What follows belongs to an exercise in optimizing a design on an open flow for small area; a production flow would make more cautious choices. RTL that was checked went through simulation tests only; none was proved equivalent to the original. The RTL of run 2 was laid out without a check of its function. Power is estimated from default activity; no workload was simulated.

==> flow/design.v <==
module juletre_sfd (
    input  wire       clk,
    input  wire       rst,
    input  wire       rx_valid,
    input  wire [7:0] rx_data,
    input  wire       sig_take,
    input  wire [3:0] pkt_rd_addr,
    output reg  [7:0] pkt_rd_data,
    output reg        pkt_rd_ok,
    output reg        new_data,
    output wire       evt_commit,
    output wire       evt_crc_fail,
    output wire       evt_rx_overrun
);
    reg [7:0] ring [0:31];
    reg [4:0] head;
    reg [5:0] count;
    reg [7:0] x_head;    
    reg [7:0] x_tail;    
    reg [7:0] x_crc;     
    reg       pay;
    reg [4:0] st;
    reg [5:0] len;       
    reg [7:0] pkt [0:15];
    reg       pkt_all;   
    wire [4:0] tail  = head + count[4:0];
    wire       empty = (count == 6'd0);
    wire       full  = count[5];
    wire       push  = rx_valid && !full;
    assign evt_rx_overrun = rx_valid && full;
    wire [7:0] raw_head  = ring[head];
    wire [7:0] head_byte = raw_head ^ x_head;
    wire       hdr_phase = !pay && (st[2:0] != 3'd7);
    wire       chk_phase = !pay && (st[2:0] == 3'd7);
    wire       enough    = (count >= len);
    wire [4:0] last_slot = head + len[4:0] - 5'd1;
    wire [7:0] x_last    = (len == 6'd0) ? x_head : ring[last_slot];
    wire       crc_ok    = (x_last == x_crc);
    wire       chk_pass  = chk_phase && enough && crc_ok;
    wire       pay_step  = chk_pass || pay;
    wire [4:0] k         = pay ? st : 5'd0;
    wire       k_in_pay  = ({1'b0, k} < len);
    wire       pkt_we    = chk_pass || (pay && !st[4]);
    wire [7:0] pkt_wdata = k_in_pay ? head_byte : 8'h00;
    wire       last      = pay && ((len[5:4] == 2'b00 || len == 6'd16) ? (st == 5'd15)
                                                                         : ({1'b0, st} == len - 6'd1));
    wire hdr_pop = hdr_phase && !empty;
    wire pop     = hdr_pop || (pay_step && k_in_pay);
    assign evt_commit   = last;
    assign evt_crc_fail = chk_phase && enough && !crc_ok;
    reg [7:0] magic;
    always @* begin
        case (st[1:0])
            2'd0: magic = 8'h55;   
            2'd1: magic = 8'h41;   
            2'd2: magic = 8'h52;   
            default: magic = 8'h54;   
        endcase
    end
    always @(posedge clk) begin
        if (push)
            ring[tail] <= rx_data ^ x_tail;
        if (pkt_we)
            pkt[k[3:0]] <= pkt_wdata;
        pkt_rd_data <= pkt[pkt_rd_addr];
        if (pop)
            head <= head + 5'd1;
        if (hdr_pop && st[2:0] == 3'd4)
            len <= (head_byte > 8'd32) ? 6'd63 : head_byte[5:0];
        if (hdr_pop && st[2:0] == 3'd5 && head_byte != 8'h00)
            len <= 6'd63;
        if (hdr_pop && st[2:0] == 3'd6)
            x_crc <= x_head;
    end
    always @(posedge clk) begin
        if (rst) begin
            count     <= 6'd0;
            x_head    <= 8'h00;
            x_tail    <= 8'h00;
            pay       <= 1'b0;
            st        <= 5'd0;
            pkt_all   <= 1'b0;
            pkt_rd_ok <= 1'b0;
            new_data  <= 1'b0;
        end else begin
            count <= count + push - pop;
            if (pop)
                x_head <= raw_head;
            if (push)
                x_tail <= rx_data ^ x_tail;
            if (hdr_pop) begin
                if (st[2]) begin
                    st <= st + 5'd1;
                end else if (head_byte == magic) begin
                    st <= st + 5'd1;
                end else begin
                    st <= 5'd0;   
                end
            end else if (evt_crc_fail) begin
                st <= 5'd0;
            end else if (pay_step) begin
                if (last) begin
                    pay <= 1'b0;
                    st  <= 5'd0;
                end else begin
                    pay <= 1'b1;
                    st  <= k + 5'd1;
                end
            end
            pkt_all   <= pkt_all || last;
            pkt_rd_ok <= pkt_all || (pay && ({1'b0, pkt_rd_addr} < st));
            new_data  <= last || (new_data && !sig_take);
        end
    end
endmodule
module juletre_bse (
    input  wire        clk,
    input  wire        rst,
    input  wire [23:0] cfg_chan_map,
    input  wire        cfg_polarity,
    input  wire [7:0]  cfg_reset_delay_us,
    input  wire        pix_we,
    input  wire [4:0]  pix_addr,
    input  wire [7:0]  pix_wdata,
    input  wire        enc_start,
    input  wire [7:0]  enc_byte,
    output wire [31:0] enc_word,
    input  wire [5:0]  fb_rd_addr,
    output wire [31:0] fb_rd_data,
    output reg         fb_rd_ok,
    input  wire        tx_start,
    output wire        tx_out,
    output reg         tx_busy,
    output reg         enc_ready,
    output reg         enc_busy,
    output wire [1:0]  enc_status
);
    reg [1:0] chan [0:2];
    reg       polarity;
    reg [3:0] rwords;
    wire [5:0] fb_last = {rwords[3], ~rwords[3], ~rwords[3], rwords[2:0]};
    reg [7:0]  pix_r [0:7];
    reg [7:0]  pix_g [0:7];
    reg [7:0]  pix_b [0:7];
    reg [7:0]  pw_r, pw_g, pw_b;    
    reg [7:0]  fbd   [1:24];
    reg        fb_all;   
    reg       enc_done;
    reg [5:0] enc_pos;
    assign enc_status = {1'b0, enc_done};
    wire [8:0] cfg_rwords = ({1'b0, cfg_reset_delay_us} + 9'd19) / 9'd20;
    wire       cfg_ok     = (cfg_chan_map[7:2] == 6'd0) && (cfg_chan_map[15:10] == 6'd0) &&
                            (cfg_chan_map[23:18] == 6'd0);
    function [31:0] enc_s;
        input [7:0] s;
        input       b3;
        input       b0;
        integer i;
        reg [31:0] pre;
        begin
            for (i = 0; i < 8; i = i + 1)
                pre[4*i +: 4] = {b3, s[i], s[i], b0};
            enc_s = {pre[15:0], pre[31:16]};
        end
    endfunction
    assign enc_word = enc_s(enc_byte ^ {8{polarity}}, ~polarity, polarity);
    wire       is_data = (enc_pos != 6'd0) && (enc_pos <= 6'd24);
    wire [4:0] kk      = enc_pos[4:0] - 5'd1;
    wire [2:0] px      = kk / 5'd3;
    wire [1:0] ch      = kk % 5'd3;
    wire [1:0] chan_id = chan[ch];
    reg  [7:0] pval;
    always @* begin
        case (chan_id)
            2'd1:    pval = pw_r[px] ? pix_r[px] : 8'h00;
            2'd2:    pval = pw_g[px] ? pix_g[px] : 8'h00;
            2'd3:    pval = pw_b[px] ? pix_b[px] : 8'h00;
            default: pval = 8'h00;
        endcase
    end
    wire       step_last = enc_busy && (enc_pos == fb_last);
    reg  [11:0] tx_cnt;
    wire [5:0]  tx_word = tx_cnt[11:6];
    wire [4:0]  tx_slot = tx_cnt[5:1];
    wire        tx_data = (tx_word != 6'd0) && (tx_word <= 6'd24);
    wire [7:0]  tx_byte = fbd[tx_word];
    reg         tx_level;
    always @* begin
        case (tx_slot[1:0])
            2'd0: tx_level = ~polarity;
            2'd3: tx_level = polarity;
            default: tx_level = tx_byte[3'd7 - tx_slot[4:2]];
        endcase
        if (!tx_data)
            tx_level = polarity;
    end
    assign tx_out = tx_busy ? tx_level : polarity;
    wire tx_end = (tx_cnt == {fb_last, 6'b111111});
    reg [7:0] rd_s;
    reg       rd_b3;
    wire      rd_data = (fb_rd_addr != 6'd0) && (fb_rd_addr <= 6'd24);
    assign fb_rd_data = enc_s(rd_s, rd_b3, polarity);
    always @(posedge clk) begin
        if (pix_we && pix_addr[1:0] == 2'd0)
            pix_r[pix_addr[4:2]] <= pix_wdata;
        if (pix_we && pix_addr[1:0] == 2'd1)
            pix_g[pix_addr[4:2]] <= pix_wdata;
        if (pix_we && pix_addr[1:0] == 2'd2)
            pix_b[pix_addr[4:2]] <= pix_wdata;
        if (enc_busy && is_data)
            fbd[enc_pos] <= pval ^ {8{polarity}};
        rd_s  <= rd_data ? fbd[fb_rd_addr] : {8{polarity}};
        rd_b3 <= rd_data ^ polarity;
        enc_pos <= (enc_busy && !step_last && !rst) ? enc_pos + 6'd1 : 6'd0;
        tx_cnt  <= (tx_busy && !rst) ? tx_cnt + 12'd1 : 12'd0;
    end
    always @(posedge clk) begin
        if (rst) begin
            chan[0]   <= cfg_chan_map[1:0];
            chan[1]   <= cfg_chan_map[9:8];
            chan[2]   <= cfg_chan_map[17:16];
            polarity  <= cfg_polarity;
            rwords    <= cfg_rwords[3:0];
            enc_ready <= cfg_ok;
            pw_r      <= 8'd0;
            pw_g      <= 8'd0;
            pw_b      <= 8'd0;
            fb_all    <= 1'b0;
            enc_busy  <= 1'b0;
            enc_done  <= 1'b0;
            fb_rd_ok  <= 1'b0;
            tx_busy   <= 1'b0;
        end else begin
            if (pix_we && pix_addr[1:0] == 2'd0)
                pw_r[pix_addr[4:2]] <= 1'b1;
            if (pix_we && pix_addr[1:0] == 2'd1)
                pw_g[pix_addr[4:2]] <= 1'b1;
            if (pix_we && pix_addr[1:0] == 2'd2)
                pw_b[pix_addr[4:2]] <= 1'b1;
            if (enc_busy) begin
                if (step_last) begin
                    enc_busy <= 1'b0;
                    enc_done <= 1'b1;
                    fb_all   <= 1'b1;
                end
            end else if (enc_start && enc_ready) begin
                enc_busy <= 1'b1;
                enc_done <= 1'b0;
            end
            fb_rd_ok <= enc_ready && (fb_rd_addr <= fb_last) &&
                        (fb_all || (enc_busy && fb_rd_addr < enc_pos));
            if (tx_busy) begin
                if (tx_end)
                    tx_busy <= 1'b0;
            end else if (tx_start && enc_done) begin
                tx_busy <= 1'b1;
            end
        end
    end
endmodule
module juletre (
    input  wire        clk,
    input  wire        rst,
    input  wire [23:0] cfg_chan_map,
    input  wire        cfg_polarity,
    input  wire [7:0]  cfg_reset_delay_us,
    input  wire        rx_valid,
    input  wire [7:0]  rx_data,
    input  wire        sig_take,
    input  wire [3:0]  pkt_rd_addr,
    output wire [7:0]  pkt_rd_data,
    output wire        pkt_rd_ok,
    output wire        new_data,
    output wire        evt_commit,
    output wire        evt_crc_fail,
    output wire        evt_rx_overrun,
    input  wire        pix_we,
    input  wire [4:0]  pix_addr,
    input  wire [7:0]  pix_wdata,
    input  wire        enc_start,
    input  wire [7:0]  enc_byte,
    output wire [31:0] enc_word,
    input  wire [5:0]  fb_rd_addr,
    output wire [31:0] fb_rd_data,
    output wire        fb_rd_ok,
    input  wire        tx_start,
    output wire        tx_out,
    output wire        tx_busy,
    output wire        enc_ready,
    output wire        enc_busy,
    output wire [1:0]  enc_status
);
    juletre_sfd u_sfd (
        .clk(clk), .rst(rst),
        .rx_valid(rx_valid), .rx_data(rx_data), .sig_take(sig_take),
        .pkt_rd_addr(pkt_rd_addr), .pkt_rd_data(pkt_rd_data), .pkt_rd_ok(pkt_rd_ok),
        .new_data(new_data), .evt_commit(evt_commit), .evt_crc_fail(evt_crc_fail),
        .evt_rx_overrun(evt_rx_overrun)
    );
    juletre_bse u_bse (
        .clk(clk), .rst(rst),
        .cfg_chan_map(cfg_chan_map), .cfg_polarity(cfg_polarity),
        .cfg_reset_delay_us(cfg_reset_delay_us),
        .pix_we(pix_we), .pix_addr(pix_addr), .pix_wdata(pix_wdata),
        .enc_start(enc_start), .enc_byte(enc_byte), .enc_word(enc_word),
        .fb_rd_addr(fb_rd_addr), .fb_rd_data(fb_rd_data), .fb_rd_ok(fb_rd_ok),
        .tx_start(tx_start), .tx_out(tx_out), .tx_busy(tx_busy),
        .enc_ready(enc_ready), .enc_busy(enc_busy), .enc_status(enc_status)
    );
endmodule
==> flow/run.sh <==
#!/bin/bash
# synth_recipe.tcl (not shown) runs the flow's synth.tcl, then flattens the netlist and writes it again
# the make line also repeats each setting of config.mk as NAME=value (left out here)
make -C /OpenROAD-flow-scripts/flow DESIGN_CONFIG=/design/flow/config.mk WORK_HOME=/design/flow/orfs CLKGATE_MAP_FILE= SYNTH_SCRIPT=/design/flow/synth_recipe.tcl finish
==> flow/config.mk <==
export PLATFORM = sky130hd
export DESIGN_NAME = juletre
export DESIGN_NICKNAME = juletre
export VERILOG_FILES = /design/flow/design.v
export SDC_FILE = /design/flow/constraint.sdc
export NUM_CORES = 4
export LEC_CHECK = 0
export CAP_MARGIN = 20
export CORE_MARGIN = 2
export CORE_UTILIZATION = 30
export PLACE_DENSITY = 0.5
export SLEW_MARGIN = 20
==> flow/constraint.sdc <==
create_clock -name core_clock -period 12.0 [get_ports {clk}]
set_input_delay 2.4000 -clock core_clock [delete_from_list [all_inputs] [get_ports {clk}]]
set_output_delay 2.4000 -clock core_clock [all_outputs]
set_load 0.01 [all_outputs]
==> run notes, run 1 <==
status=timing/DRC/antenna clean; clock skew=about 53 ps; Yosys warnings=3; CTS Hold Bufs=0; Finish-stage setup viols=0; Mapped Nets=approximately 3000; GR Util All Layers=0.159; CTS Buffer Depth=3; static leakage=around 16 nW; CP max stage cell=xnor2_2; Req. time, crit path=~12000 ps; Worst Max-Slew Pin Slew=roughly 1200 ps; wirelength, routed=117 mm; CP Capture Type=register; initial cell density of the core=0.301; Highest Clock Rate=~120 MHz; post-route DRC violation count=0; vias in the first global route=~25000; final hold violations=0; clock root buffer=clkbuf_16; Routed wire per std cell=about 24 um; total CTS buffers=100; Worst-path clk slew=roughly 60 ps; maximum VDD drop=about 0.00015 V; io pins=163; Max Fanout on Critical Path=46; Setup WS pre-CTS=roughly 3800 ps; die width=approximately 380 um; mapped cell area=approximately 42000 um2; Mapped Avg Cell Area=15.1 um2; gp weighted congestion=0.817; layout cell share with drive strength beyond 1=0.189; slowest stage delay, CP=between 800 and 900 ps; Post-Synthesis Cells=2812; gr ovfl total=0; final worst path period share=0.692; RSZ-0062 raised after global routing=false; Detail Placement HPWL=~75 mm; row count=138; first-pass GRT wire length=approximately 170 mm; pin count of the biggest net entering global routing=61; post-CTS setup buffer count=0; Worst Hold Class=reg2reg; NumNets Final=about 3000; Layout Utilization=0.351; Seq/Total Area, Yosys=0.610; FF+latch count, synth=approximately 900; initial antenna violation count=5; Arr. time, crit path=just under 9000 ps; port bufs=161; number of flops mapped to enable cells by yosys=793; DRT Pass-1 Iters=8; CTS Sinks=about 900; min setup slack post-route=roughly 3700 ps; Distinct cells, synth=76; clock latency on the worst-skew pair=740 ps; min Tclk post-route=8310 ps; slew margin rel.=0.212; async set-reset flop share out of synthesis=0; htree depth=3; Final Max Slew Viols=0; P&R area growth vs syn=16.7%; vias post-DR=25200; PD cells=roughly 220 nW/um2; Routed Antenna Nets=0; die height=roughly 380 um; post_cts resized=0; die area=145000 um2; CTS tree=yes; MaxCap Viol Count=0; DR vias/cell=between 5 and 6; core area=around 140000 um2; Setup Total Neg Slack=0 ps; DR iter-0 viols=~2500; Worst Path Class, Setup=reg2reg; CP Launch Type=register; ys flop type=edfxtp_1
-- state kept, by name, summed over array words and instances (netlist names), 8 cells and up, named ones only --
name               cells
u_sfd.x_head           8
u_sfd.ring           256
u_sfd.x_tail           8
u_sfd.pkt_rd_data      8
u_bse.pw_g             8
u_bse.pw_b             8
u_bse.rd_s             8
u_bse.fbd            192
u_bse.tx_cnt          12
u_bse.pix_r           64
u_bse.pix_b           64
u_sfd.pkt            128
u_sfd.x_crc            8
u_bse.pw_r             8
u_bse.pix_g           64
-- report_power, final --
part | switching (mW) | internal (mW)
clock network | 1.32 | 1.79
logic | 2.13 | 1.52
registers | 0.181 | 4.01
-- path summary, 6_finish.rpt --
| path | startpoint | endpoint | slack [ps] | cells after the start |
|---|---|---|---|---|
| setup reg to reg | u_bse.enc_pos[0] | u_bse.fbd[1][7] | 3690 | 30 |
| setup / recovery | u_bse.enc_pos[0] | u_bse.fbd[1][7] | 3690 | 30 |
| hold / removal | u_sfd.pkt_all | u_sfd.pkt_all | 450 | 2 |
| hold reg to reg | u_sfd.pkt_all | u_sfd.pkt_all | 450 | 2 |
-- layout by cell type (no fill, tap or decap), types with 11 or more instances in the layout --
master           netlist  routed
edfxtp_1             793     793
clkinv_1               0      18
nor2_2                 1      11
ha_1                  75      74
and3_1                11      11
nand4_1               19      19
xor2_1                60      51
buf_4                 58      68
clkbuf_16              0     100
a211oi_1              33      33
nor2b_1               18      14
clkinv_2               0      16
a21oi_1               86      85
nand2b_1              23      23
and4_1                25      25
nor3_1                42      32
and2_1                16      16
o211ai_1              14      14
o221ai_1              16      16
clkdlybuf4s50_1        0     155
o22ai_1               16      16
o31a_1                26      26
nand3_1               24      24
nor2_1               202     190
nand2_1              191     191
clkbuf_1             120      21
mux4_2               281     281
mux2i_1              110     110
o21ai_0               74      74
a21o_1                16      16
dfxtp_1              106     101
o31ai_1               12      12
inv_1                 75      75
a31oi_1               18      18
xnor2_1               65      57
-- metrics by stage --
step / std cells / hold slack, ps / power (mW) / area [um2]
floorplan: 2812 / 425 / 6.72 / 42500
global placement: 4706 / 442 / 7.90 / 46200
detailed placement: 4706 / 448 / 7.91 / 46200
CTS: 4890 / 458 / 11.1 / 49500
global route: 4891 / 482 / 11.5 / 49600
finish: 4892 / 453 / 10.9 / 49600
-- synth_stat cells, types with 60 or more instances --
cell / count / share of area
xor2_1: 60 / 0.012
nand2_1: 191 / 0.017
dfxtp_1: 106 / 0.050
clkbuf_1: 120 / 0.011
mux4_2: 281 / 0.15
a21oi_1: 86 / 0.010
xnor2_1: 65 / 0.013
ha_1: 75 / 0.022
inv_1: 75 / 0.0066
o21ai_0: 74 / 0.0087
mux2i_1: 110 / 0.026
nor2_1: 202 / 0.018
edfxtp_1: 793 / 0.56
-- metal layers --
| layer | global-route usage | wire, um |
|---|---|---|
| met5 | 0 | 46 |
| met1 | 0.233 | 54200 |
| met4 | 0.0420 | 2200 |
| met2 | 0.244 | 53300 |
| met3 | 0.0256 | 6780 |
-- cells by family after synthesis --
logic type      count (synthesis)  share of synthesized area
compound gates                392                     0.0628
xor+xnor                      125                     0.0258
fa+ha+maj                      78                     0.0235
buf+inv                       298                     0.0323
flops                         899                      0.610
mux                           392                      0.175
other cells                     1                  0.0000883
simple gates                  627                     0.0699
-- worst max-delay path: cells and delay by family, from the launching register on --
| family | cells | cell delay (ps) |
|---|---|---|
| AOI/OAI and AO/OA | 11 | 2500 |
| and+or+nand+nor | 8 | 1620 |
| adders and majority gates | 4 | 1140 |
| xor gates and xnor gates | 2 | 1030 |
| buffers and inverters | 5 | 830 |
| DFF | 1 | 780 |
-- area by class of cell --
cell class	count	area [um2]
clock inverter	58	681
multi-input combinational	1615	15600
sequential	899	25900
tap	1890	2360
clock buffer	126	2650
fill	13400	91500
inverter	75	282
timing repair buffer	228	2090
antenna	1	2.50
==> inputs of run 2 (changes only) <==
--- a/flow/design.v
+++ b/flow/design.v
@@ -14,9 +14,14 @@
 );
     reg [7:0] ring [0:31];
-    reg [4:0] head;
     reg [5:0] count;
     reg [7:0] x_head;    
-    reg [7:0] x_tail;    
     reg [7:0] x_crc;     
+    wire [255:0] ring_flat;
+    genvar g;
+    generate
+        for (g = 0; g < 32; g = g + 1) begin : g_ring
+            assign ring_flat[8*g +: 8] = ring[g];
+        end
+    endgenerate
     reg       pay;
     reg [4:0] st;
@@ -24,16 +29,20 @@
     reg [7:0] pkt [0:15];
     reg       pkt_all;   
-    wire [4:0] tail  = head + count[4:0];
     wire       empty = (count == 6'd0);
     wire       full  = count[5];
     wire       push  = rx_valid && !full;
+    wire       shift = push && !rst;
     assign evt_rx_overrun = rx_valid && full;
-    wire [7:0] raw_head  = ring[head];
+    wire [4:0] head_slot = count[4:0] - 5'd1;
+    wire [7:0] raw_head;
+    juletre_mux32 u_head (.d(ring_flat), .sel(head_slot), .q(raw_head));
     wire [7:0] head_byte = raw_head ^ x_head;
     wire       hdr_phase = !pay && (st[2:0] != 3'd7);
     wire       chk_phase = !pay && (st[2:0] == 3'd7);
     wire       enough    = (count >= len);
-    wire [4:0] last_slot = head + len[4:0] - 5'd1;
-    wire [7:0] x_last    = (len == 6'd0) ? x_head : ring[last_slot];
+    wire [4:0] last_slot = count[4:0] - len[4:0];
+    wire [7:0] x_slot;
+    juletre_mux32 u_last (.d(ring_flat), .sel(last_slot), .q(x_slot));
+    wire [7:0] x_last    = (len == 6'd0) ? x_head : x_slot;
     wire       crc_ok    = (x_last == x_crc);
     wire       chk_pass  = chk_phase && enough && crc_ok;
@@ -58,12 +67,26 @@
         endcase
     end
+    wire [3:0] pkt_done = (pay && !st[4]) ? st[3:0] : 4'd0;
+    wire [127:0] pkt_flat;
+    generate
+        for (g = 0; g < 16; g = g + 1) begin : g_pkt
+            assign pkt_flat[8*g +: 8] = pkt[g];
+        end
+    endgenerate
+    wire [7:0] pkt_rd_q;
+    juletre_mux16 u_pkt (.d(pkt_flat), .sel(pkt_rd_addr - pkt_done), .q(pkt_rd_q));
+    integer i;
     always @(posedge clk) begin
-        if (push)
-            ring[tail] <= rx_data ^ x_tail;
-        if (pkt_we)
-            pkt[k[3:0]] <= pkt_wdata;
-        pkt_rd_data <= pkt[pkt_rd_addr];
-        if (pop)
-            head <= head + 5'd1;
+        if (shift) begin
+            for (i = 31; i > 0; i = i - 1)
+                ring[i] <= ring[i-1];
+            ring[0] <= rx_data ^ ring[0];
+        end
+        if (pkt_we) begin
+            for (i = 0; i < 15; i = i + 1)
+                pkt[i] <= pkt[i+1];
+            pkt[15] <= pkt_wdata;
+        end
+        pkt_rd_data <= pkt_rd_q;
         if (hdr_pop && st[2:0] == 3'd4)
             len <= (head_byte > 8'd32) ? 6'd63 : head_byte[5:0];
@@ -72,10 +95,12 @@
         if (hdr_pop && st[2:0] == 3'd6)
             x_crc <= x_head;
+        if (rst)
+            x_head <= ring[0];
+        else if (pop)
+            x_head <= raw_head;
     end
     always @(posedge clk) begin
         if (rst) begin
             count     <= 6'd0;
-            x_head    <= 8'h00;
-            x_tail    <= 8'h00;
             pay       <= 1'b0;
             st        <= 5'd0;
@@ -85,8 +110,4 @@
         end else begin
             count <= count + push - pop;
-            if (pop)
-                x_head <= raw_head;
-            if (push)
-                x_tail <= rx_data ^ x_tail;
             if (hdr_pop) begin
                 if (st[2]) begin
@@ -114,4 +135,25 @@
     end
 endmodule
+module juletre_mux16 (
+    input  wire [127:0] d,
+    input  wire [3:0]   sel,
+    output wire [7:0]   q
+);
+    wire [63:0] l1 = sel[0] ? {d[127:120], d[111:104], d[95:88], d[79:72], d[63:56], d[47:40], d[31:24], d[15:8]}
+                            : {d[119:112], d[103:96], d[87:80], d[71:64], d[55:48], d[39:32], d[23:16], d[7:0]};
+    wire [31:0] l2 = sel[1] ? {l1[63:56], l1[47:40], l1[31:24], l1[15:8]} : {l1[55:48], l1[39:32], l1[23:16], l1[7:0]};
+    wire [15:0] l3 = sel[2] ? {l2[31:24], l2[15:8]} : {l2[23:16], l2[7:0]};
+    assign q = sel[3] ? l3[15:8] : l3[7:0];
+endmodule
+module juletre_mux32 (
+    input  wire [255:0] d,
+    input  wire [4:0]   sel,
+    output wire [7:0]   q
+);
+    wire [7:0] lo, hi;
+    juletre_mux16 u_lo (.d(d[127:0]),   .sel(sel[3:0]), .q(lo));
+    juletre_mux16 u_hi (.d(d[255:128]), .sel(sel[3:0]), .q(hi));
+    assign q = sel[4] ? hi : lo;
+endmodule
 module juletre_bse (
     input  wire        clk,
@@ -140,8 +182,6 @@
     reg [3:0] rwords;
     wire [5:0] fb_last = {rwords[3], ~rwords[3], ~rwords[3], rwords[2:0]};
-    reg [7:0]  pix_r [0:7];
-    reg [7:0]  pix_g [0:7];
-    reg [7:0]  pix_b [0:7];
-    reg [7:0]  pw_r, pw_g, pw_b;    
+    reg [7:0]  cv    [1:24];
+    reg [24:1] cw;       
     reg [7:0]  fbd   [1:24];
     reg        fb_all;   
@@ -166,16 +206,10 @@
     assign enc_word = enc_s(enc_byte ^ {8{polarity}}, ~polarity, polarity);
     wire       is_data = (enc_pos != 6'd0) && (enc_pos <= 6'd24);
-    wire [4:0] kk      = enc_pos[4:0] - 5'd1;
-    wire [2:0] px      = kk / 5'd3;
-    wire [1:0] ch      = kk % 5'd3;
-    wire [1:0] chan_id = chan[ch];
-    reg  [7:0] pval;
+    wire [7:0] pval    = cw[enc_pos] ? cv[enc_pos] : 8'h00;
+    reg [2:0] ch_hit;
+    integer c;
     always @* begin
-        case (chan_id)
-            2'd1:    pval = pw_r[px] ? pix_r[px] : 8'h00;
-            2'd2:    pval = pw_g[px] ? pix_g[px] : 8'h00;
-            2'd3:    pval = pw_b[px] ? pix_b[px] : 8'h00;
-            default: pval = 8'h00;
-        endcase
+        for (c = 0; c < 3; c = c + 1)
+            ch_hit[c] = pix_we && (pix_addr[1:0] != 2'd3) && (pix_addr[1:0] == chan[c] - 2'd1);
     end
     wire       step_last = enc_busy && (enc_pos == fb_last);
@@ -202,10 +236,7 @@
     assign fb_rd_data = enc_s(rd_s, rd_b3, polarity);
     always @(posedge clk) begin
-        if (pix_we && pix_addr[1:0] == 2'd0)
-            pix_r[pix_addr[4:2]] <= pix_wdata;
-        if (pix_we && pix_addr[1:0] == 2'd1)
-            pix_g[pix_addr[4:2]] <= pix_wdata;
-        if (pix_we && pix_addr[1:0] == 2'd2)
-            pix_b[pix_addr[4:2]] <= pix_wdata;
+        for (c = 0; c < 24; c = c + 1)
+            if (ch_hit[c % 3] && pix_addr[4:2] == c / 3)
+                cv[c + 1] <= pix_wdata;
         if (enc_busy && is_data)
             fbd[enc_pos] <= pval ^ {8{polarity}};
@@ -223,7 +254,5 @@
             rwords    <= cfg_rwords[3:0];
             enc_ready <= cfg_ok;
-            pw_r      <= 8'd0;
-            pw_g      <= 8'd0;
-            pw_b      <= 8'd0;
+            cw        <= 24'd0;
             fb_all    <= 1'b0;
             enc_busy  <= 1'b0;
@@ -232,10 +261,7 @@
             tx_busy   <= 1'b0;
         end else begin
-            if (pix_we && pix_addr[1:0] == 2'd0)
-                pw_r[pix_addr[4:2]] <= 1'b1;
-            if (pix_we && pix_addr[1:0] == 2'd1)
-                pw_g[pix_addr[4:2]] <= 1'b1;
-            if (pix_we && pix_addr[1:0] == 2'd2)
-                pw_b[pix_addr[4:2]] <= 1'b1;
+            for (c = 0; c < 24; c = c + 1)
+                if (ch_hit[c % 3] && pix_addr[4:2] == c / 3)
+                    cw[c + 1] <= 1'b1;
             if (enc_busy) begin
                 if (step_last) begin
--- a/flow/config.mk
+++ b/flow/config.mk
@@ -8,5 +8,6 @@
 export CAP_MARGIN = 20
 export CORE_MARGIN = 2
-export CORE_UTILIZATION = 30
-export PLACE_DENSITY = 0.5
+export CORE_UTILIZATION = 60
+export CTS_BUF_LIST = sky130_fd_sc_hd__clkbuf_4
+export PLACE_DENSITY = 0.7
 export SLEW_MARGIN = 20
==> run 2 against run 1 <==
  * Still clean on timing, DRC and antenna
  * Design area is 7.6% lower
  * Synthesized cell count is 8.1% lower
  * Global-route usage is 12 points higher
  * Critical path depth is 16 lower
  * Core utilization is 33 points higher
  * Worst setup slack worse by 1100 ps
  * First-iteration DRC count is 13% higher
  * Flip-flop and latch count is 18 lower
  * Critical endpoint is now evt_crc_fail
  * Largest power group unchanged
==> run notes, run 2 <==
top-count cell post-synth=edfxtp_1; Post-Synthesis Cells=2584 (-8.1%); status=timing/DRC/antenna clean; row count=95 (-31%); Worst Path Class, Setup=reg2out; CP Cell Sequence=clkinv_1, ha_2, inv_1, fa_4, buf_4, mux2i_1, mux4_2, and3_1, a311oi_1, o21ai_0, a211o_1, nor4_4, nor3_1, clkdlybuf4s50_1; clock root buffer=clkbuf_4; async set-reset flop share out of synthesis=0 (unchanged); final hold violations=0 (unchanged); Setup Total Neg Slack=0 ps (unchanged); post-CTS setup buffer count=0 (unchanged); Routed wire per std cell=24.8 um (+4.2%); min Tclk post-route=9380 ps (+1070 ps); Final Cell Area=45800 um2 (-7.6%); CTS Buffer Depth=3 (unchanged); Worst-path clk slew=80 ps (+20 ps); Final Max Slew Viols=0 (unchanged); wirelength, routed=96.4 mm (-17%); die height=264 um (-31%); htree depth=4 (+1); synth top area cells=edfxtp_1, mux4_2, dfxtp_1, mux2i_1, nor2_1; Routed Antenna Nets=0 (unchanged); cell taking the most area after synthesis=edfxtp_1; Synth Area in Compound Gates=0.0647 (+0.00198); die area=69800 um2 (-52%); met3 WL=9.33 mm (+38%); DR vias/cell=6.52 (+27%); Placed Area=42900 um2 (-7.1%); Mapped Avg Cell Area=15.7 um2 (+4.1%); r2r setup slk=4570 ps (+880 ps); adder and majority gate portion of the synthesized area=0.0193 (-0.00422); maximum VDD drop=0.000331 V (+110%); Detail Placement HPWL=61.4 mm (-18%); CP Launch Type=register; CP Capture Type=primary output; capture point of the worst reg-to-reg path=u_sfd.count[4]; Reg2Reg Depth=26 (-13%); post-synthesis mux area share=0.172 (-0.00324); M1 wire length=39.9 mm (-26%); gp weighted congestion=0.868 (+6.2%); slowest stage delay, CP=1390 ps (+550 ps); Distinct cells, synth=88 (+16%); MaxCap Viol Count=0 (unchanged); vias post-DR=25300 (+0.53%); core area=67200 um2 (-52%); Seq/Total Area, Yosys=0.630 (+0.0198); CTS Sinks=881 (-2.0%); hold_ws=429 ps (-23.9 ps); highest routed layer=met4; initial antenna violation count=1 (-4); final std cells w/o fill=3882 (-21%); Worst Hold Class=reg2reg; RSZ-0062 raised after global routing=false; GR Util All Layers=0.278 (+0.119); NumNets Final=2974 (-3.3%); final worst path period share=0.782 (+0.0894); Arr. time, crit path=6980 ps (-1700 ps); Highest Clock Rate=107 MHz (-11%); Final Power=9.73 mW (-11%); gr ovfl total=0 (unchanged); clock latency on the worst-skew pair=1040 ps (+300 ps); io pins=163 (unchanged); first-pass GRT wire length=148 mm (-15%); Req. time, crit path=9600 ps (-2770 ps); post_cts resized=0 (unchanged); pin count of the biggest net entering global routing=97 (+59%); port bufs=161 (unchanged); most frequent cells in the layout=edfxtp_1, clkbuf_4, mux4_2; Synth Area in XOR/XNOR=0.0217 (-0.00412); CTS tree=yes; total CTS buffers=217 (+120%); start point of the critical path=u_sfd.count[0]; DRT Pass-1 Iters=5 (-3); CP max stage cell=fa_4; max reg flops=256 (unchanged); mapped cell area=40600 um2 (-4.4%); Post-synth top cells=edfxtp_1, mux4_2, nor2_1, mux2i_1, nand2_1; ys flop type=edfxtp_1; vias in the first global route=25100 (+0.42%); PD cells=212 nW/um2 (-3.8%); r2r startpoint=u_sfd.count[0]; number of flops mapped to enable cells by yosys=796 (+0.38%); main combinational cell family by area after synthesis=multiplexers; P&R area growth vs syn=12.7%; static leakage=15.2 nW (-6.2%); clock skew=61.1 ps (+8.36 ps); Post-Synth Simple-Gate Area=0.0628 (-0.00712); Yosys warnings=14 (+11); Finish-stage setup viols=0 (unchanged); register with the most flip-flops=u_sfd.ring; most common cell after layout, fill and taps aside=edfxtp_1; WL met2=45.4 mm (-15%); CP Capture Point=evt_crc_fail; FF+latch count, synth=881 (-2.0%); Worst Max-Slew Pin Slew=1160 ps (-17.3 ps); initial cell density of the core=0.605 (+0.304); post-route DRC violation count=0 (unchanged); Max Fanout on Critical Path=52 (+13%); layout cell share with drive strength beyond 1=0.229 (+0.0402); Inst Count DP=3486 (-26%); Fill cells=4561 (-66%); DR iter-0 viols=2806 (+13%); CTS Hold Bufs=0 (unchanged); slew margin rel.=0.227 (+0.0147); die width=264 um (-31%); Mapped Nets=2723 (-8.3%); Synth top area share=0.588 (+0.0278)
[run 2: critical path, delay by kind of cell, from the launching register on]
| family | cells | cell delay (ps) |
|---|---|---|
| fa+ha+maj | 2 | 1660 |
| buf+inv | 4 | 1570 |
| compound gates | 3 | 860 |
| simple gates | 3 | 840 |
| mux | 2 | 640 |
| flops | 1 | 350 |
[run 2: cell families (layout without fill, tap and decap cells)]
group | after synthesis | after routing
muxes | 386 | 386
AOI/OAI and AO/OA | 378 | 378
other | 1 | 3
and+or+nand+nor | 534 | 534
adders and majority gates | 61 | 61
buffers and inverters | 248 | 671
xor gates and xnor gates | 95 | 95
DFF | 881 | 881
[run 2: report_power, final]
| group | internal (mW) | leakage, nW | total, mW | switching [mW] |
|---|---|---|---|---|
| Sequential | 3.56 | 7.95 | 3.71 | 0.149 |
| Combinational | 1.62 | 5.63 | 3.52 | 1.90 |
| Clock | 1.28 | 1.66 | 2.50 | 1.22 |
| Total | 6.45 | 15.2 | 9.73 | 3.27 |
[run 2: layout make-up]
cell class	instances	area, um2	area share
flip-flops and latches	881	25600	0.559
multi-input cells	1455	14000	0.306
clock buffers	320	2400	0.0525
repair buffers	214	2030	0.0442
well taps	873	1090	0.0238
clock inverters	71	410	0.00896
inverters	66	248	0.00541
diodes	2	5.00	0.000109
[run 2: layer usage]
| layer | global-route usage | up-vias |
|---|---|---|
| li1 | - | 11000 |
| met3 | 0.0654 | 130 |
| met1 | 0.405 | 12800 |
| met2 | 0.423 | 1377 |
| met5 | 0 | - |
| met4 | 0.0868 | 0 |
[run 2: how the worst min path moves through the flow]
stage                     start          endpoint  slack, ps  cells after the start
2_1_floorplan   u_sfd.pkt[1][0]   u_sfd.pkt[0][0]        420                      0
3_3_place_gp    u_sfd.pkt[8][2]   u_sfd.pkt[7][2]        430                      0
3_5_place_dp   u_sfd.pkt[12][1]  u_sfd.pkt[11][1]        430                      0
4_1_cts        u_sfd.pkt[13][5]  u_sfd.pkt[12][5]        420                      0
5_1_grt        u_sfd.pkt[15][7]  u_sfd.pkt[14][7]        410                      0
6_report       u_sfd.pkt[15][7]  u_sfd.pkt[14][7]        430                      0
[run 2: metrics by stage]
| stage | setup slack [ps] | utilization |
|---|---|---|
| 2_1_floorplan | 1620 | - |
| 3_3_place_gp | 3750 | 0.639 |
| 3_5_place_dp | 3620 | 0.639 |
| 4_1_cts | 2470 | 0.681 |
| 5_1_grt | 2240 | 0.682 |
| 6_report | 2620 | 0.682 |
==> inputs of run 3 (changes only) <==
--- a/flow/design.v
+++ b/flow/design.v
@@ -184,5 +184,5 @@
     reg [7:0]  cv    [1:24];
     reg [24:1] cw;       
-    reg [7:0]  fbd   [1:24];
+    reg [7:0]  fbd   [0:23];
     reg        fb_all;   
     reg       enc_done;
@@ -214,9 +214,26 @@
     end
     wire       step_last = enc_busy && (enc_pos == fb_last);
+    wire [4:0] fb_done = (enc_busy && is_data) ? enc_pos[4:0] - 5'd1 : 5'd0;
+    function [4:0] fb_slot;
+        input [5:0] a;
+        reg   [5:0] d;
+        begin
+            d = a - 6'd1 - {1'b0, fb_done};
+            fb_slot = d[5] ? d[4:0] + 5'd24 : d[4:0];
+        end
+    endfunction
+    wire [191:0] fbd_flat;
+    genvar g;
+    generate
+        for (g = 0; g < 24; g = g + 1) begin : g_fbd
+            assign fbd_flat[8*g +: 8] = fbd[g];
+        end
+    endgenerate
     reg  [11:0] tx_cnt;
     wire [5:0]  tx_word = tx_cnt[11:6];
     wire [4:0]  tx_slot = tx_cnt[5:1];
     wire        tx_data = (tx_word != 6'd0) && (tx_word <= 6'd24);
-    wire [7:0]  tx_byte = fbd[tx_word];
+    wire [7:0]  tx_byte;
+    juletre_mux24 u_tx (.d(fbd_flat), .sel(fb_slot(tx_word)), .q(tx_byte));
     reg         tx_level;
     always @* begin
@@ -234,4 +251,6 @@
     reg       rd_b3;
     wire      rd_data = (fb_rd_addr != 6'd0) && (fb_rd_addr <= 6'd24);
+    wire [7:0] rd_byte;
+    juletre_mux24 u_rd (.d(fbd_flat), .sel(fb_slot(fb_rd_addr)), .q(rd_byte));
     assign fb_rd_data = enc_s(rd_s, rd_b3, polarity);
     always @(posedge clk) begin
@@ -239,7 +258,10 @@
             if (ch_hit[c % 3] && pix_addr[4:2] == c / 3)
                 cv[c + 1] <= pix_wdata;
-        if (enc_busy && is_data)
-            fbd[enc_pos] <= pval ^ {8{polarity}};
-        rd_s  <= rd_data ? fbd[fb_rd_addr] : {8{polarity}};
+        if (enc_busy && is_data) begin
+            for (c = 0; c < 23; c = c + 1)
+                fbd[c] <= fbd[c + 1];
+            fbd[23] <= pval ^ {8{polarity}};
+        end
+        rd_s  <= rd_data ? rd_byte : {8{polarity}};
         rd_b3 <= rd_data ^ polarity;
         enc_pos <= (enc_busy && !step_last && !rst) ? enc_pos + 6'd1 : 6'd0;
@@ -285,4 +307,24 @@
     end
 endmodule
+module juletre_mux24 (
+    input  wire [191:0] d,
+    input  wire [4:0]   sel,
+    output wire [7:0]   q
+);
+    wire [7:0] g0, g1, g2;
+    juletre_mux8 u_g0 (.d(d[63:0]),    .sel(sel[2:0]), .q(g0));
+    juletre_mux8 u_g1 (.d(d[127:64]),  .sel(sel[2:0]), .q(g1));
+    juletre_mux8 u_g2 (.d(d[191:128]), .sel(sel[2:0]), .q(g2));
+    assign q = sel[4] ? g2 : sel[3] ? g1 : g0;
+endmodule
+module juletre_mux8 (
+    input  wire [63:0] d,
+    input  wire [2:0]  sel,
+    output wire [7:0]  q
+);
+    wire [31:0] l1 = sel[0] ? {d[63:56], d[47:40], d[31:24], d[15:8]} : {d[55:48], d[39:32], d[23:16], d[7:0]};
+    wire [15:0] l2 = sel[1] ? {l1[31:24], l1[15:8]} : {l1[23:16], l1[7:0]};
+    assign q = sel[2] ? l2[15:8] : l2[7:0];
+endmodule
 module juletre (
     input  wire        clk,
--- a/flow/config.mk
+++ b/flow/config.mk
@@ -8,6 +8,7 @@
 export CAP_MARGIN = 20
 export CORE_MARGIN = 2
-export CORE_UTILIZATION = 60
+export CORE_UTILIZATION = 70
 export CTS_BUF_LIST = sky130_fd_sc_hd__clkbuf_4
-export PLACE_DENSITY = 0.7
+export CTS_CLUSTER_SIZE = 20
+export PLACE_DENSITY = 0.8
 export SLEW_MARGIN = 20
==> run 3 against run 2 <==
  * Wire length shrank 4.4%
  * Register-to-register slack improved by 210 ps
  * Synthesized cell count is 2.8% lower
  * Flip-flop and latch count did not move
  * Global-route usage rose by 3.6 points
  * Power is 8.1% higher
==> run notes, run 3 <==
status=timing/DRC/antenna clean; GR Util All Layers=0.315 (+0.0365); most frequent cells in the layout=edfxtp_1, clkbuf_4, mux4_2; Routed Antenna Nets=0 (unchanged); first-pass GRT wire length=143 mm (-2.9%); critical path's top delay family=adder cells; die area=59700 um2 (-14%); CTS Hold Bufs=0 (unchanged); async set-reset flop share out of synthesis=0 (unchanged); post-route DRC violation count=0 (unchanged); io pins=163 (unchanged); Post-synth top cells=edfxtp_1, mux4_2, nor2_1, nand2_1, mux2i_1; clock skew=58.8 ps (-2.26 ps); Reg2Reg Depth=24 (-7.7%); Routed wire per std cell=24.9 um (+0.10%); Fill cells=3289 (-28%); clock root buffer=clkbuf_4; PD cells=232 nW/um2 (+9.2%); CP max stage cell=fa_2; Post-Synthesis Cells=2512 (-2.8%); Final Max Slew Viols=0 (unchanged); port bufs=161 (unchanged); Setup Total Neg Slack=0 ps (unchanged); die width=244 um (-7.5%); DR iter-0 viols=3183 (+13%); gp weighted congestion=0.915 (+5.5%); hold_ws=436 ps (+6.84 ps); Multi-input gate area=13900 um2 (-0.54%); r2r startpoint=u_sfd.count[0]; Worst-path clk slew=60 ps (-20 ps); P&R area growth vs syn=12.1%; Mapped Avg Cell Area=16.1 um2 (+2.5%); Arr. time, crit path=7610 ps (+630 ps); NumNets Final=2912 (-2.1%); Worst Max-Slew Pin Slew=1180 ps (+24.2 ps); htree depth=4 (unchanged); RSZ-0062 raised after global routing=false; row count=88 (-7.4%); Synth Area in Compound Gates=0.0567 (-0.00803); mapped cell area=40500 um2 (-0.39%); DRT Pass-1 Iters=6 (+1); initial cell density of the core=0.704 (+0.0991); maximum VDD drop=0.000270 V (-18%); final hold violations=0 (unchanged); CTS Buffer Depth=3 (unchanged); r2r setup slk=4780 ps (+210 ps); min setup slack post-route=1990 ps (-624 ps); Worst Path Class, Setup=reg2out; die height=244 um (-7.5%); top-count cell post-synth=edfxtp_1; CTS Sinks=881 (unchanged); register with the most flip-flops=u_sfd.ring; post_cts resized=0 (unchanged); min Tclk post-route=10010 ps (+624 ps); max reg flops=256 (unchanged); layout cell share with drive strength beyond 1=0.226 (-0.00372); Detail Placement HPWL=58.0 mm (-5.5%); pin count of the biggest net entering global routing=198 (+100%); CP Capture Type=primary output; MaxCap Viol Count=0 (unchanged); FF+latch count, synth=881 (unchanged); number of flops mapped to enable cells by yosys=796 (unchanged); total CTS buffers=211 (-2.8%); adder and majority gate portion of the synthesized area=0.0232 (+0.00391); Distinct cells, synth=82 (-6.8%); Max Fanout on Critical Path=53 (+1.9%); vias post-DR=25000 (-1.0%); Layout Utilization=0.789 (+0.107); CTS tree=yes; most common cell after layout, fill and taps aside=edfxtp_1; Synth Area in XOR/XNOR=0.0258 (+0.00411); Seq/Total Area, Yosys=0.633 (+0.00249); Post-Synth Simple-Gate Area=0.0622 (-0.000648); core area=57500 um2 (-14%); main combinational cell family by area after synthesis=multiplexers; final worst path period share=0.834 (+0.0520); hold_sp=u_sfd.pkt[5][2]; synth top area cells=edfxtp_1, mux4_2, dfxtp_1, mux2i_1, ha_1; gr ovfl total=0 (unchanged); slew margin rel.=0.211 (-0.0162); CP Launch Type=register; clock latency on the worst-skew pair=1040 ps (about the same); vias in the first global route=25400 (+1.2%); Worst Hold Class=reg2reg; Yosys warnings=15 (+1); initial antenna violation count=2 (+1); static leakage=15.3 nW (+0.57%); slowest stage delay, CP=870 ps (-520 ps); Hold Path Depth=0 (unchanged); capture point of the worst reg-to-reg path=u_sfd.count[4]; CP Buf/Inv Count=4 (unchanged); most frequent CP cell=mux4_2; Highest Clock Rate=99.9 MHz (-6.2%); Setup WS pre-CTS=3020 ps (-604 ps); Finish-stage setup viols=0 (unchanged); cell taking the most area after synthesis=edfxtp_1; CP Capture Point=tx_out; start point of the critical path=u_bse.enc_pos[0]; Req. time, crit path=9600 ps (about the same); Synth top area share=0.591 (+0.00233); CP Cell Sequence=inv_1, ha_1, nor2b_1, nand2_1, o221a_4, nand2_1, ha_4, inv_1, fa_2, buf_4, mux4_2, mux4_2, mux4_2, o2111ai_1, o21ai_0, clkdlybuf4s50_1; ys flop type=edfxtp_1; Final Power=10.5 mW (+8.1%); post-synthesis mux area share=0.172 (+0.000340); DR vias/cell=6.76 (+3.7%); Mapped Nets=2663 (-2.2%); post-CTS setup buffer count=0 (unchanged); register area=25600 um2 (about the same); wirelength, routed=92.1 mm (-4.4%); WP depth=16 (+2)
==> run 3: cell types whose count changed in the layout (fill, tap and decap cells not counted), moves of 13 or more <==
cell	before	now
a22oi_1	41	56
a221oi_1	20	5
a222oi_1	8	23
mux4_2	235	262
nand3_1	36	71
o21ai_0	67	50
mux2i_1	131	93
nor2_1	198	176
buf_4	49	31
nand2_1	102	131
a211oi_1	30	16
nor3_2	13	0
a21oi_1	74	54
==> run 3: cell type report <==
cell class              count  share of cell area
diodes                      4            0.000221
clock buffers             311              0.0515
clock inverters            78             0.00886
inverters                  64             0.00530
multi-input cells        1409               0.307
flip-flops and latches    881               0.565
well taps                 765              0.0211
repair buffers            194              0.0412
==> run 3: how the worst min path moves through the flow <==
stage                                    to  slack, ps
after floorplan             u_sfd.pkt[0][0]        420
after global placement      u_sfd.pkt[8][7]        430
after detailed placement   u_sfd.pkt[13][0]        430
after CTS                 u_sfd.ring[23][4]        430
after global routing       u_sfd.pkt[13][5]        440
final                       u_sfd.pkt[4][2]        440
==> run 3: layer usage <==
| layer | global-route usage | part of all wire | vias to the layer above |
|---|---|---|---|
| li1 | - | - | 10700 |
| met2 | 0.481 | 0.48 | 1576 |
| met1 | 0.452 | 0.40 | 12600 |
| met5 | 0 | 0 | - |
| met3 | 0.0742 | 0.099 | 213 |
| met4 | 0.115 | 0.027 | 0 |
==> run 3: cell families after synthesis <==
logic type / after synthesis
AO/OA/AOI/OAI: 322
XOR/XNOR: 116
adder cells (fa/ha/maj): 72
buffers and inverters: 222
flip-flops: 881
multiplexers: 362
other: 1
AND/OR/NAND/NOR: 536
==> run 3: worst register-to-register path: cells and delay by family (launching register included) <==
kind            cells  cell delay, ps
compound gates      2             760
xor+xnor            2             270
fa+ha+maj           5            2470
buf+inv             6            1150
flops               1             460
mux                 3            1190
simple gates        6             780
==> run 3: power by group <==
group	total (mW)	internal, mW	switching [mW]
Clock	2.46	1.24	1.22
Sequential	4.00	3.77	0.227
Combinational	4.06	1.78	2.28
Total	10.5	6.79	3.73
==> run 3: through the flow <==
step / cells / instance area [um2]
after floorplan: 2512 / 40500
after global placement: 3311 / 42600
after detailed placement: 3311 / 42600
after CTS: 3700 / 45300
after global routing: 3706 / 45300
final: 3706 / 45300
==> inputs of run 4 (changes only) <==
==> flow/flow/run.sh (new file) <==
#!/bin/bash
# Own layout flow: the standard layout (standard.sh), with two changes:
# the port buffers are the smallest buffer cell, and clock tree synthesis
# inserts no dummy loads. Each tool's output goes to the ORFS logs under
# orfs/logs; make's own output goes to flow_make.log.
set -euo pipefail
export BUFFER_PORTS_ARGS="-buffer_cell sky130_fd_sc_hd__buf_1"
export CTS_ARGS="-sink_clustering_enable -repair_clock_nets -dont_use_dummy_load -sink_clustering_size 16 -sink_clustering_max_diameter 60 -buf_list sky130_fd_sc_hd__clkbuf_8"
bash standard.sh > flow_make.log 2>&1
==> flow/standard.sh (new file) <==
#!/bin/bash
# synth_recipe.tcl (not shown) runs the flow's synth.tcl, then flattens the netlist and writes it again
# the make line also repeats each setting of config.mk as NAME=value (left out here)
make -C /OpenROAD-flow-scripts/flow DESIGN_CONFIG=/design/flow/config.mk WORK_HOME=/design/flow/orfs CLKGATE_MAP_FILE= SYNTH_SCRIPT=/design/flow/synth_recipe.tcl "${@:-finish}"
--- a/flow/config.mk
+++ b/flow/config.mk
@@ -9,6 +9,4 @@
 export CORE_MARGIN = 2
 export CORE_UTILIZATION = 70
-export CTS_BUF_LIST = sky130_fd_sc_hd__clkbuf_4
-export CTS_CLUSTER_SIZE = 20
 export PLACE_DENSITY = 0.8
 export SLEW_MARGIN = 20
removed: flow/run.sh
==> run 4 against run 3 <==
  * Flip-flop and latch count stayed put
  * Worst hold slack worse by 3.9 ps
  * Final cell count is 8.8% lower
==> run notes, run 4 <==
clock root buffer=clkbuf_8; Hold Path Depth=0 (unchanged); port bufs=161 (unchanged); CP Capture Type=primary output; CTS tree=yes; Arr. time, crit path=7200 ps (-410 ps); RSZ-0062 raised after global routing=false; Detail Placement HPWL=56.4 mm (-2.8%); Seq/Total Area, Yosys=0.633 (unchanged); maximum VDD drop=0.000214 V (-21%); ys flop type=edfxtp_1; Mapped Avg Cell Area=16.1 um2 (unchanged); synth top area cells=edfxtp_1, mux4_2, dfxtp_1, mux2i_1, ha_1; Worst Max-Slew Pin Slew=1120 ps (-55.3 ps); post_cts resized=0 (unchanged); min Tclk post-route=9600 ps (-404 ps); Worst-path clk slew=100 ps (+40 ps); wirelength, routed=87.1 mm (-5.4%); PD cells=220 nW/um2 (-5.1%); die width=244 um (unchanged); vias in the first global route=23300 (-8.1%); status=timing/DRC/antenna clean; Finish-stage setup viols=0 (unchanged); Final Power=9.35 mW (-11%); cell taking the most area after synthesis=edfxtp_1; top-count cell post-synth=edfxtp_1; Fill cells=3414 (+3.8%); clock skew=65.3 ps (+6.49 ps); Mapped Nets=2663 (unchanged); DRT Pass-1 Iters=7 (+1); Routed Antenna Nets=0 (unchanged); initial cell density of the core=0.704 (unchanged); post-CTS setup buffer count=0 (unchanged); layout cell share with drive strength beyond 1=0.152 (-0.0735); Sw Pwr=3.38 mW (-9.3%); Clock Power Share=0.150 (-0.084); row count=88 (unchanged); Distinct cells, synth=82 (unchanged); final worst path period share=0.800 (-0.0336); max reg flops=256 (unchanged); total CTS buffers=67 (-68%); number of flops mapped to enable cells by yosys=796 (unchanged); core area=57500 um2 (unchanged); CTS Buffer Depth=3 (unchanged); Int Pwr=5.97 mW (-12%); Final Cell Area=42500 um2 (-6.2%); GR Util All Layers=0.295 (-0.0199); CP Launch Type=register; Setup WS pre-CTS=2800 ps (-219 ps); Highest Clock Rate=104 MHz (+4.2%); htree depth=3 (-1); Synth top area share=0.591 (unchanged); Multi-input gate area=13900 um2 (about the same); power share of the combinational group=0.426 (+0.040); initial antenna violation count=2 (unchanged); mapped cell area=40500 um2 (unchanged); die height=244 um (unchanged); MaxCap Viol Count=0 (unchanged); Setup Total Neg Slack=0 ps (unchanged); slew margin rel.=0.248 (+0.0370); io pins=163 (unchanged); async set-reset flop share out of synthesis=0 (unchanged); die area=59700 um2 (unchanged); most frequent cells in the layout=edfxtp_1, mux4_2, nor2_1; Final Max Slew Viols=0 (unchanged); min setup slack post-route=2400 ps (+404 ps); Placed Area=41600 um2 (-2.3%); Worst Hold Class=reg2reg; register with the most flip-flops=u_sfd.ring; Post-Synthesis Cells=2512 (unchanged); Req. time, crit path=9600 ps (about the same); post-route DRC violation count=0 (unchanged); P&R area growth vs syn=5.08%; sequential share of power=0.424 (+0.044); most common cell after layout, fill and taps aside=edfxtp_1; gr ovfl total=0 (unchanged); CTS Hold Bufs=0 (unchanged); CTS Sinks=881 (unchanged); Sw Share=0.362 (+0.00691); Worst Path Class, Setup=reg2out; gp weighted congestion=0.888 (-3.0%); Routed wire per std cell=25.8 um (+3.7%); DR vias/cell=7.00 (+3.6%); NumNets Final=2768 (-4.9%); final hold violations=0 (unchanged); DR iter-0 viols=3107 (-2.4%); first-pass GRT wire length=135 mm (-5.9%); vias post-DR=23700 (-5.5%); Yosys warnings=15 (unchanged); static leakage=13.8 nW (-10%); pin count of the biggest net entering global routing=97 (-51%); register area=25600 um2 (unchanged); Max Fanout on Critical Path=94 (+77%); FF+latch count, synth=881 (unchanged); Reg2Reg Depth=24 (unchanged); Post-synth top cells=edfxtp_1, mux4_2, nor2_1, nand2_1, mux2i_1; clock latency on the worst-skew pair=700 ps (-340 ps)
-- run 4: final timing paths --
| kind | startpoint | end | slack [ps] |
|---|---|---|---|
| max | u_bse.enc_pos[0] | tx_out | 2400 |
| min | u_sfd.pkt[14][4] | u_sfd.pkt[13][4] | 430 |
| max reg2reg | u_sfd.count[0] | u_sfd.count[4] | 4990 |
| min reg2reg | u_sfd.pkt[14][4] | u_sfd.pkt[13][4] | 430 |
-- run 4: logic make-up after synthesis --
logic type                 synth area share
AOI/OAI and AO/OA                    0.0567
DFF                                   0.633
muxes                                 0.172
and+or+nand+nor                      0.0622
other                             0.0000927
adders and majority gates            0.0232
xor gates and xnor gates             0.0258
buffers and inverters                0.0271
-- run 4: worst max-delay path, cell delays in order (launching register included) --
cell and delay, ps:
dfxtp_1 790, inv_1 220, ha_1 430, nor2b_1 260, nand2_1 220, o221a_4 620
buf_6 710, nand2_1 210, ha_1 440, nor3b_1 190, a21oi_1 170, o22ai_1 110
xnor2_1 740, mux4_2 440, mux4_2 510, nor2_1 90, o21ai_0 160, buf_1 180
-- run 4: power groups by stage --
stage | clock network, mW | registers [mW] | logic [mW]
6_report | 1.40 | 3.97 | 3.98
5_1_grt | 1.54 | 4.00 | 4.28
4_1_cts | 1.43 | 3.97 | 3.97
3_5_place_dp | 0 | 4.03 | 3.95
3_3_place_gp | 0 | 4.01 | 3.87
2_1_floorplan | 0 | 4.04 | 2.99
-- run 4: stage by stage --
step	hold slack [ps]	cells	utilization
finish	432	3381	0.740
global route	425	3381	0.740
CTS	431	3380	0.740
detailed placement	432	3313	0.724
global placement	427	3312	0.723
floorplan	421	2512	-
-- run 4: area by class of cell --
class                   instances  area share
well taps                     765      0.0225
clock buffers                  67      0.0217
multi-input cells            1409       0.327
inverters                      64     0.00565
diodes                          1   0.0000589
flip-flops and latches        881       0.602
repair buffers                194      0.0204
-- run 4: routing by layer --
metal	wire length, um	up-vias	GRT usage
li1	-	10100	-
met5	0	-	0
met3	8090	133	0.0435
met2	41500	1341	0.455
met4	1970	0	0.0942
met1	35600	12000	0.444
==> inputs of run 5 (changes only) <==
--- a/flow/flow/run.sh
+++ b/flow/flow/run.sh
@@ -6,4 +6,4 @@
 set -euo pipefail
 export BUFFER_PORTS_ARGS="-buffer_cell sky130_fd_sc_hd__buf_1"
-export CTS_ARGS="-sink_clustering_enable -repair_clock_nets -dont_use_dummy_load -sink_clustering_size 16 -sink_clustering_max_diameter 60 -buf_list sky130_fd_sc_hd__clkbuf_8"
+export CTS_ARGS="-sink_clustering_enable -repair_clock_nets -dont_use_dummy_load -sink_clustering_size 9 -sink_clustering_max_diameter 40 -buf_list sky130_fd_sc_hd__clkbuf_4"
 bash standard.sh > flow_make.log 2>&1
==> run 5 against run 4 <==
  * Synthesized cell count unchanged
  * Count of clock-buffer cells in the layout up 67
  * Sequential share of layout area down 0.12 points
  * Via count up 2.6%
  * Global-route usage up 0.58 points
  * Critical path type unchanged
  * Largest cell class unchanged
  * Largest power group unchanged
==> run notes, run 5 <==
Routed Antenna Nets=0 (unchanged); Finish-stage setup viols=0 (unchanged); mapped cell area=40500 um2 (unchanged); top-count cell post-synth=edfxtp_1; slew margin rel.=0.233 (-0.0145); Fill cells=3464 (+1.5%); CTS Buffer Depth=3 (unchanged); clock latency on the worst-skew pair=990 ps (+290 ps); maximum VDD drop=0.000222 V (+3.6%); Final Max Slew Viols=0 (unchanged); clock skew=95.7 ps (+30.4 ps); Reg2Reg Depth=24 (unchanged); Synth Area in XOR/XNOR=0.0258 (unchanged); vias post-DR=24300 (+2.6%); status=timing/DRC/antenna clean; number of flops mapped to enable cells by yosys=796 (unchanged); Synth top area share=0.591 (unchanged); min Tclk post-route=9830 ps (+232 ps); async set-reset flop share out of synthesis=0 (unchanged); Post-Synthesis Cells=2512 (unchanged); first-pass GRT wire length=137 mm (+1.5%); Mapped Avg Cell Area=16.1 um2 (unchanged); Highest Clock Rate=102 MHz (-2.4%); post_cts resized=0 (unchanged); total CTS buffers=134 (+100%); die height=244 um (unchanged); Arr. time, crit path=7430 ps (+230 ps); Post-Synth Simple-Gate Area=0.0622 (unchanged); layout cell share with drive strength beyond 1=0.173 (+0.0212); final hold violations=0 (unchanged); row count=88 (unchanged); port bufs=161 (unchanged); main combinational cell family by area after synthesis=multiplexers; final worst path period share=0.820 (+0.0193); initial antenna violation count=2 (unchanged); register with the most flip-flops=u_sfd.ring; CTS Sinks=881 (unchanged); die width=244 um (unchanged); Final Power=9.43 mW (+0.82%); Post-synth top cells=edfxtp_1, mux4_2, nor2_1, nand2_1, mux2i_1; static leakage=13.9 nW (+0.98%); initial cell density of the core=0.704 (unchanged); max reg flops=256 (unchanged); Setup Total Neg Slack=0 ps (unchanged); post-synthesis mux area share=0.172 (unchanged); Worst Max-Slew Pin Slew=1150 ps (+21.6 ps); Synth Area in Compound Gates=0.0567 (unchanged); wirelength, routed=88.2 mm (+1.3%); io pins=163 (unchanged); clock root buffer=clkbuf_4; CTS tree=yes; Worst Hold Class=reg2reg; post-CTS setup buffer count=0 (unchanged); gr ovfl total=0 (unchanged); cell taking the most area after synthesis=edfxtp_1; P&R area growth vs syn=5.28%; Req. time, crit path=9600 ps (about the same); pin count of the biggest net entering global routing=97 (unchanged); ys flop type=edfxtp_1; die area=59700 um2 (unchanged); Hold Path Depth=0 (unchanged); PD cells=221 nW/um2 (+0.63%); MaxCap Viol Count=0 (unchanged); CTS Hold Bufs=0 (unchanged); Seq/Total Area, Yosys=0.633 (unchanged); CP Launch Type=register; most frequent cells in the layout=edfxtp_1, mux4_2, nor2_1; most common cell after layout, fill and taps aside=edfxtp_1; CP Capture Type=primary output; DRT Pass-1 Iters=7 (unchanged); Routed wire per std cell=25.6 um (-0.67%); DR vias/cell=7.04 (+0.59%); Worst Path Class, Setup=reg2out; adder and majority gate portion of the synthesized area=0.0232 (unchanged); FF+latch count, synth=881 (unchanged); post-route DRC violation count=0 (unchanged); DR iter-0 viols=3015 (-3.0%); Mapped Nets=2663 (unchanged); Max Fanout on Critical Path=94 (unchanged); htree depth=4 (+1); core area=57500 um2 (unchanged); Detail Placement HPWL=56.4 mm (unchanged); GR Util All Layers=0.301 (+0.00578); RSZ-0062 raised after global routing=false; NumNets Final=2835 (+2.4%); synth top area cells=edfxtp_1, mux4_2, dfxtp_1, mux2i_1, ha_1; Yosys warnings=15 (unchanged); Worst-path clk slew=90 ps (about the same); gp weighted congestion=0.888 (unchanged); Distinct cells, synth=82 (unchanged); vias in the first global route=23900 (+2.4%)
## run 5: path summary, 6_finish.rpt
check                                      start                to  slack [ps]
worst max-delay path            u_bse.enc_pos[0]            tx_out        2170
worst min register to register  u_sfd.pkt[11][1]  u_sfd.pkt[10][1]         410
worst max register to register    u_sfd.count[0]    u_sfd.count[4]        5010
worst min-delay path            u_sfd.pkt[11][1]  u_sfd.pkt[10][1]         410
## run 5: worst max-delay path, stage by stage, from the launching register on
cell and delay, ps:
dfxtp_1 770, inv_1 210, ha_1 440, nor2b_1 270, nand2_1 220, o221a_4 620, buf_6 700, nand2_1 210
ha_1 430, nor3b_1 190, a21oi_1 170, o22ai_1 110, xnor2_1 720, mux4_2 440, mux4_2 510, nor2_1 90
o21ai_0 160, buf_1 180
## run 5: stage by stage
step / utilization / hold WS [ps] / std cells / cell area, um2 / setup slack [ps]
2_1_floorplan: - / 421 / 2512 / 40500 / 1530
5_1_grt: 0.741 / 421 / 3448 / 42600 / 1600
6_report: 0.741 / 406 / 3448 / 42600 / 2170
4_1_cts: 0.741 / 416 / 3447 / 42600 / 1710
3_3_place_gp: 0.723 / 427 / 3312 / 41600 / 3170
3_5_place_dp: 0.724 / 432 / 3313 / 41600 / 2800
## run 5: layout make-up
class | count | area, um2 | area share
clock buffer | 134 | 1010 | 0.0236
multi-input combinational | 1409 | 13900 | 0.327
sequential | 881 | 25600 | 0.601
timing repair buffer | 194 | 867 | 0.0204
tap | 765 | 957 | 0.0225
antenna | 1 | 2.50 | 0.0000587
inverter | 64 | 240 | 0.00564
## run 5: routing by layer
layer	global-route usage	wire length (um)	share of wire
met1	0.446	36300	0.41
met2	0.457	41500	0.47
met3	0.0558	7980	0.090
met4	0.108	2480	0.028
met5	0	0	0
## run 5: logic make-up (layout without fill, tap and decap cells)
| family | Yosys count | after routing |
|---|---|---|
| adders and majority gates | 72 | 72 |
| DFF | 881 | 881 |
| xor gates and xnor gates | 116 | 116 |
| and+or+nand+nor | 536 | 536 |
| other | 1 | 2 |
| AOI/OAI and AO/OA | 322 | 322 |
| buffers and inverters | 222 | 392 |
| muxes | 362 | 362 |
## run 5: report_power, final
| part | switching [mW] | internal (mW) | total [mW] |
|---|---|---|---|
| combinational | 2.28 | 1.70 | 3.99 |
| sequential | 0.207 | 3.76 | 3.97 |
| clock | 0.960 | 0.513 | 1.47 |

static timing again, ports no longer ideal:
How much do the figures lean on ideal ports? The routed layouts below were timed once more, with nothing changed but the port constraints.
Step 1 (the two cells are an assumption about what drives the block):
set clk [get_ports {clk}]
set_driving_cell -lib_cell sky130_fd_sc_hd__clkbuf_16 $clk
set_driving_cell -lib_cell sky130_fd_sc_hd__buf_2 [delete_from_list [all_inputs] $clk]
Step 2, shift: input delay + t, output delay - t, t = (earliest + latest rising clock arrival at the registers) / 2. This alone moves slack from input paths to output paths.
Three values: ideal ports, drivers, drivers and shift; two values: the first two.
run	shift t [ns]	setup slack, ns	hold WS [ns]	latest minus earliest clock arrival (ns)
run 1	0.794	3.691 / 3.635 / 3.691	0.453 / 0.453 / 0.453	0.061 / 0.060
run 2	1.076	2.618 / 2.554 / 3.630	0.429 / 0.429 / 0.429	0.061 / 0.062
run 3	1.069	1.994 / 1.933 / 3.002	0.436 / 0.436 / 0.436	0.060 / 0.060
run 4	0.726	2.397 / 2.336 / 3.061	0.432 / 0.432 / 0.432	0.067 / 0.067
run 5	1.011	2.165 / 2.104 / 3.115	0.406 / 0.406 / 0.406	0.108 / 0.108
After both steps every run listed still meets setup and hold.
